This is an optimization exercise on Yosys and OpenROAD, whose aim is small area, not a production implementation.
Function was checked by simulation only, so behaviour that the tests miss may differ from the original.
No activity file was given, so power comes from the tool's default toggle rates.

**flow/run.sh**
```bash
#!/bin/bash
# synth_recipe.tcl (not shown) runs the flow's synth.tcl, then flattens the netlist and writes it again
# the make line also repeats each setting of config.mk as NAME=value (left out here)
make -C /OpenROAD-flow-scripts/flow DESIGN_CONFIG=/design/flow/config.mk WORK_HOME=/design/flow/orfs CLKGATE_MAP_FILE= SYNTH_SCRIPT=/design/flow/synth_recipe.tcl finish
```
**flow/config.mk**
```make
export PLATFORM = sky130hd
export DESIGN_NAME = pwm_codec
export DESIGN_NICKNAME = pwm_codec
export VERILOG_FILES = /design/flow/design.v
export SDC_FILE = /design/flow/constraint.sdc
export NUM_CORES = 4
export LEC_CHECK = 0
export CAP_MARGIN = 20
export CORE_MARGIN = 2
export CORE_UTILIZATION = 40
export SLEW_MARGIN = 20
```
**flow/constraint.sdc**
```tcl
create_clock -name core_clock -period 62.5 [get_ports {clk}]
set_input_delay 12.5000 -clock core_clock [delete_from_list [all_inputs] [get_ports {clk}]]
set_output_delay 12.5000 -clock core_clock [all_outputs]
set_load 0.01 [all_outputs]
```
**flow/design.v**
```verilog
module pwm_cmd_rom (
    input  wire [31:0] op,           
    output reg         op_hit,       
    output reg  [2:0]  op_entry,     
    output reg  [2:0]  op_count,     
    output wire        op_reinit,    
    input  wire        sel_init,     
    input  wire [2:0]  sel_entry,
    input  wire [1:0]  sel_idx,
    output reg  [31:0] frame_value,
    output reg  [4:0]  frame_len,
    output reg  [2:0]  sel_count     
);
    localparam [31:0] REINIT_OPCODE = 32'h0000ABCD;
    localparam [31:0] KEY0 = 32'h0000E716;
    localparam [31:0] KEY1 = 32'h0000E70E;
    localparam [31:0] KEY2 = 32'h0000E72A;
    localparam [31:0] KEY3 = 32'h00001F05;
    localparam [31:0] KEY4 = 32'h8000B3C1;
    localparam [31:0] KEY5 = 32'h00000003;
    localparam [31:0] KEY6 = 32'h0000E731;
    assign op_reinit = (op == REINIT_OPCODE);
    always @* begin
        op_hit = 1'b1;
        if      (op == KEY0) op_entry = 3'd0;
        else if (op == KEY1) op_entry = 3'd1;
        else if (op == KEY2) op_entry = 3'd2;
        else if (op == KEY3) op_entry = 3'd3;
        else if (op == KEY4) op_entry = 3'd4;
        else if (op == KEY5) op_entry = 3'd5;
        else if (op == KEY6) op_entry = 3'd6;
        else begin
            op_hit   = 1'b0;
            op_entry = 3'd0;
        end
    end
    always @* begin
        case (op_entry)
            3'd0:    op_count = 3'd4;
            3'd1:    op_count = 3'd1;
            3'd2:    op_count = 3'd2;
            3'd3:    op_count = 3'd1;
            3'd4:    op_count = 3'd2;
            3'd5:    op_count = 3'd0;
            3'd6:    op_count = 3'd3;
            default: op_count = 3'd0;
        endcase
        case (sel_entry)
            3'd0:    sel_count = 3'd4;
            3'd1:    sel_count = 3'd1;
            3'd2:    sel_count = 3'd2;
            3'd3:    sel_count = 3'd1;
            3'd4:    sel_count = 3'd2;
            3'd5:    sel_count = 3'd0;
            3'd6:    sel_count = 3'd3;
            default: sel_count = 3'd0;
        endcase
    end
    always @* begin
        frame_value = 32'h00000000;
        frame_len   = 5'd0;
        if (sel_init) begin
            case (sel_idx[0])
                1'b0: begin frame_value = 32'h00000005; frame_len = 5'd2; end
                1'b1: begin frame_value = 32'h00000002; frame_len = 5'd1; end
            endcase
        end else begin
            case ({sel_entry, sel_idx})
                {3'd0, 2'd0}: begin frame_value = 32'h0030C692; frame_len = 5'd21; end
                {3'd0, 2'd1}: begin frame_value = 32'h000C301C; frame_len = 5'd19; end
                {3'd0, 2'd2}: begin frame_value = 32'h0030C703; frame_len = 5'd21; end
                {3'd0, 2'd3}: begin frame_value = 32'h000C301F; frame_len = 5'd19; end
                {3'd1, 2'd0}: begin frame_value = 32'h0000E70E; frame_len = 5'd21; end
                {3'd2, 2'd0}: begin frame_value = 32'h0030C6A0; frame_len = 5'd21; end
                {3'd2, 2'd1}: begin frame_value = 32'h000C3010; frame_len = 5'd19; end
                {3'd3, 2'd0}: begin frame_value = 32'h0000001B; frame_len = 5'd4;  end
                {3'd4, 2'd0}: begin frame_value = 32'hFFFFFFFF; frame_len = 5'd31; end
                {3'd4, 2'd1}: begin frame_value = 32'hFFFFFFFE; frame_len = 5'd0;  end
                {3'd6, 2'd0}: begin frame_value = 32'h0030C6FF; frame_len = 5'd21; end
                {3'd6, 2'd1}: begin frame_value = 32'h000C3055; frame_len = 5'd19; end
                {3'd6, 2'd2}: begin frame_value = 32'h00000A5A; frame_len = 5'd11; end
                default:      begin frame_value = 32'h00000000; frame_len = 5'd0;  end
            endcase
        end
    end
endmodule
module pwm_codec (
    input  wire clk,
    input  wire rst,         
    input  wire bus_in,
    output wire bus_drive
);
    localparam [15:0] MARK1   = 16'd10400;
    localparam [15:0] SPACE1  = 16'd5600;
    localparam [15:0] MARK0   = 16'd1600;
    localparam [15:0] SPACE0  = 16'd14400;
    localparam [15:0] SETTLE  = 16'd64000;
    localparam [15:0] INIT_GAP = 16'd16000;
    localparam [7:0] TH_NOISE_MAX = 8'd5;
    localparam [7:0] TH_ZERO_MAX  = 8'd49;
    localparam [7:0] TH_ONE_MAX   = 8'd219;
    localparam [3:0] RETRY_BOUND  = 4'd10;
    localparam [2:0] MP_HIGH   = 3'd0;
    localparam [2:0] MP_LOW    = 3'd1;
    localparam [2:0] TX_MARK   = 3'd2;
    localparam [2:0] TX_SPACE  = 3'd3;
    localparam [2:0] TX_SETTLE = 3'd4;
    localparam [2:0] GAP       = 3'd5;
    localparam CTX_RX = 1'b0;
    localparam CTX_TX = 1'b1;
    localparam [1:0] SC_NONE = 2'd0;
    localparam [1:0] SC_INIT = 2'd1;
    localparam [1:0] SC_RESP = 2'd2;
    reg  [5:0]  presc;
    reg  [7:0]  tcnt;
    reg         tov;
    reg  [31:0] acc;
    reg         rxs;
    reg         discard;
    reg  [2:0]  ctl;
    reg         mp_ctx;
    reg  [1:0]  script;
    reg  [2:0]  sc_entry;
    reg  [1:0]  sc_idx;
    reg  [3:0]  retry;
    reg  [4:0]  bitidx;
    reg  [15:0] dly;
    assign bus_drive = (ctl == TX_MARK);
    wire        op_hit;
    wire [2:0]  op_entry;
    wire [2:0]  op_count;
    wire        op_reinit;
    wire [31:0] frame_value;
    wire [4:0]  frame_len;
    wire [2:0]  sel_count;
    pwm_cmd_rom u_rom (
        .op          (acc),
        .op_hit      (op_hit),
        .op_entry    (op_entry),
        .op_count    (op_count),
        .op_reinit   (op_reinit),
        .sel_init    (script == SC_INIT),
        .sel_entry   (sc_entry),
        .sel_idx     (sc_idx),
        .frame_value (frame_value),
        .frame_len   (frame_len),
        .sel_count   (sel_count)
    );
    wire cur_bit   = frame_value[bitidx];
    wire first_bit = frame_value[frame_len];
    wire next_bit  = frame_value[bitidx - 5'd1];
    wire in_mp   = (ctl == MP_HIGH) || (ctl == MP_LOW);
    wire mp_done = in_mp && (tov || (ctl == MP_LOW && bus_in));
    wire mp_ovf  = tov;      
    wire cls_noise = !mp_ovf && (tcnt <= TH_NOISE_MAX);
    wire cls_zero  = !mp_ovf && (tcnt >  TH_NOISE_MAX) && (tcnt <= TH_ZERO_MAX);
    wire cls_one   = !mp_ovf && (tcnt >  TH_ZERO_MAX)  && (tcnt <= TH_ONE_MAX);
    wire cls_idle  = mp_ovf  || (tcnt >  TH_ONE_MAX);
    wire fire = cls_idle && !discard && rxs;
    reg  [2:0]  ctl_n;
    reg         mp_ctx_n;
    reg  [1:0]  script_n;
    reg  [2:0]  sc_entry_n;
    reg  [1:0]  sc_idx_n;
    reg  [3:0]  retry_n;
    reg  [4:0]  bitidx_n;
    reg  [15:0] dly_n;
    reg  [31:0] acc_n;
    reg         rxs_n;
    reg         discard_n;
    reg         timer_reset;
    reg         fin_to_gap;
    reg         fin_next_frame;
    always @* begin
        fin_to_gap     = (script == SC_INIT) && (sc_idx == 2'd0);
        fin_next_frame = (script == SC_RESP) && ({1'b0, sc_idx} + 3'd1 < sel_count);
    end
    always @* begin
        ctl_n       = ctl;
        mp_ctx_n    = mp_ctx;
        script_n    = script;
        sc_entry_n  = sc_entry;
        sc_idx_n    = sc_idx;
        retry_n     = retry;
        bitidx_n    = bitidx;
        dly_n       = dly;
        acc_n       = acc;
        rxs_n       = rxs;
        discard_n   = discard;
        timer_reset = 1'b0;
        case (ctl)
            MP_HIGH, MP_LOW: begin
                if (mp_done) begin
                    if (mp_ctx == CTX_RX) begin
                        ctl_n       = MP_HIGH;
                        mp_ctx_n    = CTX_RX;
                        timer_reset = 1'b1;
                        if (cls_noise) begin
                            acc_n     = 32'd0;
                            rxs_n     = 1'b0;
                            discard_n = 1'b1;
                        end else if (cls_zero || cls_one) begin
                            acc_n = {acc[30:0], cls_one};
                            rxs_n = 1'b1;
                        end else begin
                            acc_n     = 32'd0;
                            rxs_n     = 1'b0;
                            discard_n = 1'b0;
                            if (fire) begin
                                if (op_reinit) begin
                                    script_n   = SC_INIT;
                                    sc_entry_n = 3'd0;
                                    sc_idx_n   = 2'd0;
                                    retry_n    = 4'd0;
                                    mp_ctx_n   = CTX_TX;
                                end else if (op_hit && op_count != 3'd0) begin
                                    script_n   = SC_RESP;
                                    sc_entry_n = op_entry;
                                    sc_idx_n   = 2'd0;
                                    retry_n    = 4'd0;
                                    mp_ctx_n   = CTX_TX;
                                end
                            end
                        end
                    end else begin
                        if (mp_ovf) begin
                            bitidx_n = frame_len;
                            ctl_n    = TX_MARK;
                            dly_n    = (first_bit ? MARK1 : MARK0) - 16'd1;
                        end else begin
                            retry_n = retry + 4'd1;
                            if (retry + 4'd1 == RETRY_BOUND) begin
                                if (fin_to_gap) begin
                                    ctl_n    = GAP;
                                    dly_n    = INIT_GAP - 16'd1;
                                    sc_idx_n = 2'd1;
                                end else if (fin_next_frame) begin
                                    sc_idx_n    = sc_idx + 2'd1;
                                    retry_n     = 4'd0;
                                    ctl_n       = MP_HIGH;
                                    mp_ctx_n    = CTX_TX;
                                    timer_reset = 1'b1;
                                end else begin
                                    script_n    = SC_NONE;
                                    ctl_n       = MP_HIGH;
                                    mp_ctx_n    = CTX_RX;
                                    timer_reset = 1'b1;
                                end
                            end else begin
                                ctl_n       = MP_HIGH;
                                mp_ctx_n    = CTX_TX;
                                timer_reset = 1'b1;
                            end
                        end
                    end
                end else if (ctl == MP_HIGH && !bus_in) begin
                    ctl_n       = MP_LOW;
                    timer_reset = 1'b1;
                end
            end
            TX_MARK: begin
                if (dly == 16'd0) begin
                    ctl_n = TX_SPACE;
                    dly_n = (cur_bit ? SPACE1 : SPACE0) - 16'd1;
                end else begin
                    dly_n = dly - 16'd1;
                end
            end
            TX_SPACE: begin
                if (dly == 16'd0) begin
                    if (bitidx == 5'd0) begin
                        ctl_n = TX_SETTLE;
                        dly_n = SETTLE - 16'd1;
                    end else begin
                        bitidx_n = bitidx - 5'd1;
                        ctl_n    = TX_MARK;
                        dly_n    = (next_bit ? MARK1 : MARK0) - 16'd1;
                    end
                end else begin
                    dly_n = dly - 16'd1;
                end
            end
            TX_SETTLE: begin
                if (dly == 16'd0) begin
                    if (fin_to_gap) begin
                        ctl_n    = GAP;
                        dly_n    = INIT_GAP - 16'd1;
                        sc_idx_n = 2'd1;
                    end else if (fin_next_frame) begin
                        sc_idx_n    = sc_idx + 2'd1;
                        retry_n     = 4'd0;
                        ctl_n       = MP_HIGH;
                        mp_ctx_n    = CTX_TX;
                        timer_reset = 1'b1;
                    end else begin
                        script_n    = SC_NONE;
                        ctl_n       = MP_HIGH;
                        mp_ctx_n    = CTX_RX;
                        timer_reset = 1'b1;
                    end
                end else begin
                    dly_n = dly - 16'd1;
                end
            end
            GAP: begin
                if (dly == 16'd0) begin
                    script_n    = SC_INIT;
                    sc_entry_n  = 3'd0;
                    sc_idx_n    = 2'd1;
                    retry_n     = 4'd0;
                    ctl_n       = MP_HIGH;
                    mp_ctx_n    = CTX_TX;
                    timer_reset = 1'b1;
                end else begin
                    dly_n = dly - 16'd1;
                end
            end
            default: ;
        endcase
    end
    always @(posedge clk) begin
        if (rst) begin
            presc    <= 6'd0;
            tcnt     <= 8'd0;
            tov      <= 1'b0;
            acc      <= 32'd0;
            rxs      <= 1'b0;
            discard  <= 1'b0;
            ctl      <= MP_HIGH;
            mp_ctx   <= CTX_TX;
            script   <= SC_INIT;
            sc_entry <= 3'd0;
            sc_idx   <= 2'd0;
            retry    <= 4'd0;
            bitidx   <= 5'd0;
            dly      <= 16'd0;
        end else begin
            ctl      <= ctl_n;
            mp_ctx   <= mp_ctx_n;
            script   <= script_n;
            sc_entry <= sc_entry_n;
            sc_idx   <= sc_idx_n;
            retry    <= retry_n;
            bitidx   <= bitidx_n;
            dly      <= dly_n;
            acc      <= acc_n;
            rxs      <= rxs_n;
            discard  <= discard_n;
            if (timer_reset) begin
                presc <= 6'd0;
                tcnt  <= 8'd0;
                tov   <= 1'b0;
            end else if (presc == 6'd63) begin
                presc <= 6'd0;
                tcnt  <= tcnt + 8'd1;
                if (tcnt == 8'd255)
                    tov <= 1'b1;
            end else begin
                presc <= presc + 6'd1;
            end
        end
    end
endmodule
```
==> results.txt <==
## registers in the layout, summed over array words and instances, names as in the netlist
register	cells
retry	4
dly	16
sc_entry	3
tov	1
sc_idx	2
script	2
presc	6
rxs	1
discard	1
tcnt	8
bitidx	5
mp_ctx	1
ctl	3
acc	32
## worst paths after layout
kind	startpoint	end	slack (ns)	cells past startpoint
min	presc[0]	presc[0]	0.45	1
max reg2reg	sc_idx[0]	dly[6]	58.32	11
max	ctl[1]	bus_drive	47.80	4
min reg2reg	presc[0]	presc[0]	0.45	1
## power by group
| group | internal, mW | switching, mW |
|---|---|---|
| Sequential | 0.0594 | 0.00870 |
| Combinational | 0.0388 | 0.0716 |
| Clock | 0.0283 | 0.0238 |
## through the flow
step / power [mW] / util (%) / hold slack [ns]
global placement: 0.177 / 41.7 / 0.434
floorplan: 0.151 / - / 0.418
global route: 0.247 / 43.5 / 0.485
CTS: 0.230 / 43.5 / 0.451
detailed placement: 0.177 / 41.7 / 0.442
finish: 0.231 / 43.5 / 0.447
## Yosys cell counts, types with 6 or more instances
cell type	n	area [um^2]
xnor2_1	13	114
nand3_1	53	265
o31ai_1	7	52.6
a211oi_1	16	120
mux2i_1	13	130
nor4_1	13	81.3
nand2_1	96	360
nor2_1	89	334
nor3_1	27	135
buf_2	6	30.0
or3_1	7	43.8
clkbuf_1	47	176
dfxtp_1	85	1700
a22oi_1	6	45.0
a21oi_1	77	385
nor2b_1	10	62.6
nand2b_1	19	119
ha_1	19	238
o21a_1	6	45.0
and3_1	8	50.1
xor2_1	13	114
a31oi_1	14	87.6
o211ai_1	9	67.6
and2_1	8	50.1
o21ai_0	49	245
inv_1	23	86.3
## layout by cell type (no fill, tap or decap), types with 6 or more instances in the layout
cell type and count:
and3_1 8, nor4_1 13, o21ai_0 49, a211oi_1 16, a22oi_1 6, buf_4 8, o211ai_1 9, xor2_1 13
nor3_1 27, o31ai_1 6, nor2b_1 9, a21oi_1 77, nand3_1 53, xnor2_1 13, ha_1 19, nand2_1 96
and2_1 8, mux2i_1 13, dfxtp_1 85, inv_1 23, a31oi_1 14, nand2b_1 19, clkbuf_16 9, o21a_1 6
nor2_1 88, or3_1 7
## cell families after synthesis
family | Yosys count
buffers and inverters | 85
AO/OA/AOI/OAI | 273
AND/OR/NAND/NOR | 375
flip-flops | 85
multiplexers | 17
XOR/XNOR | 26
adder cells (fa/ha/maj) | 20
## metal layers
layer	track usage [%]	vias to the layer above	share of wire, %	wire [um]
li1	-	3167	-	-
met1	28.0	3031	48	8460
met2	31.1	191	45	7870
met3	3.54	34	4.4	764
met4	7.85	0	2.6	455
met5	0	-	0	0
## area by class of cell
cell class              count  area share, %
multi-input cells         711           65.0
flip-flops and latches     85           24.5
repair buffers             11           1.23
clock buffers              10           3.45
clock inverters             6          0.632
well taps                 216           3.90
inverters                  23           1.25
## critical path, cell delays in order, from the launching register on
cell	delay, ns
dfxtp_1	0.47
inv_1	0.18
or3_1	0.53
inv_1	0.13
clkdlybuf4s50_1	0.54
==> results.py <==
metrics = {
    "clock_network": {
        "root_buffer": "clkbuf_16",
        "clkLatencyLatePin_ns": 0.35,
        "cts_buffers": 9,
        "cts_setup_buffers": 0,
        "cts_tree": "yes",
        "clk_pin_slew_ns": 0.06,
        "hold_buffers": 0,
        "postCtsResizedCells": 0,
        "htreeDepth": 3,
        "cts_num_sinks": 85,
        "clockBufferDepth": 2,
    },
    "min_path": {
        "hold_path.class": "flop to flop",
    },
    "synth": {
        "synth.area.mux_share_pct": 2.84,
        "synthXorXnorAreaFrac_pct": 3.47,
        "synthAdderAreaFrac_pct": 3.78,
        "ys_async_sr_fraction_pct": 0,
        "synth.distinct_cells": 93,
        "synth_seq_cells": 85,
        "synth_top_flop_cell": "dfxtp_1",
        "synth-edff-count": 0,
        "synth-compound-area-share_pct": 29.5,
        "postSynthCellCount": 881,
        "syn_avg_cell_area_um2": 7.45,
        "synth_top_family_by_area": "compound AO/OA/AOI/OAI gates",
        "synth_fp_nets": 903,
        "yosysSeqAreaShare_pct": 25.9,
        "yosysWarnings": 2,
        "synth_area_um2": 6560,
        "synthSimpleGateAreaFrac_pct": 28.8,
    },
    "final_layout": {
        "fin_area_um2": 6930,
        "fin_cells": 1062,
        "syn_to_final_growth_pct": 5.66,
        "seqCellArea_um2": 1700,
        "final_nets": 863,
        "antennaDiodeCount": 0,
        "drive_above_1_share_pct": 8.04,
        "multiInputGateArea_um2": 4510,
        "fill_cells": 1654,
    },
    "detailed_routing": {
        "drc_errors": 0,
        "viasPerCell": 6.05,
        "dr_total_vias": 6423,
        "drt_iter0_drc": 510,
        "routed_wl_um": 17500,
        "drtAntennaViolNets": 0,
        "dr.pass1.iters": 5,
        "wl_per_cell_um": 16.5,
    },
    "placement": {
        "gp_congestion": 0.878,
        "pre_cts_ws_ns": 47.57,
        "placed_area_um2": 6650,
        "dp_hpwl_um": 12200,
        "dp_cells": 1046,
        "place.port_buffers": 3,
    },
    "sta": {
        "rsz0062_at_grt": "no",
        "setup_viol": 0,
        "post-route-period-util_pct": 23.5,
        "final.min_clock_period_ns": 14.70,
        "tns_ns": 0,
        "skew_ns": 0.00853,
        "tightest_slew_ns": 0.822,
        "setup_ws_ns": 47.80,
        "slew_headroom_pct": 44.7,
        "max_clock_freq_mhz": 68.0,
        "timing_hold_violations_final": 0,
        "drv_slew": 0,
    },
    "critical_path": {
        "crit_required_ns": 50.00,
        "worstSetupPathType": "flop to output port",
        "crit_arrival_ns": 2.20,
        "worstSetupStartpointType": "flop",
        "path_max_fanout": 9,
        "endpoint_kind": "output port",
    },
    "floorplan": {
        "ioPinCount": 4,
        "num_rows": 46,
        "die-width_um": 132,
        "dieArea_um2": 17400,
        "core_um2": 15900,
        "start_util_pct": 41.1,
        "die_h_um": 132,
    },
    "grt": {
        "grt_start_max_net_pins": 74,
        "grt_overflow_total": 0,
        "antenna_found_initial": 0,
        "grt_pass1_wl_um": 29600,
        "first_global_vias": 5863,
        "grtUsageTotal_pct": 20.2,
    },
    "run_status": {
        "status": "finished clean",
    },
    "pwr": {
        "peakVddDrop_uv": 18.0,
        "power.density_nw_per_um2": 33.3,
        "power_leakage_nw": 2.36,
    },
    "flow_run": {
        "drv_cap": 0,
    },
}

-- static timing again, ports no longer ideal --
Ports are ideal in the flow. The routed layout listed here was re-timed in OpenROAD.
Step 1: set_driving_cell puts a clkbuf_16 on clk and a buf_2 on each other input, an assumption about the parent block.
Step 2 times the ports against the registers' clock, not the clock port: input delays grow and output delays shrink by t, the midpoint of the rising clock arrivals with the driver on.
a / b / c = ideal / step 1 / step 2; a / b = the first two.
t (ns): 0.394
slack for setup (ns): 47.801 / 47.756 / 47.449
worst data-port slew with drivers (ns): 0.03
pins driven straight from the clock port: 1
After both steps this run still meets setup and hold. The setup slack of this run moves by -0.045 ns with the drivers and by -0.352 ns with both steps.
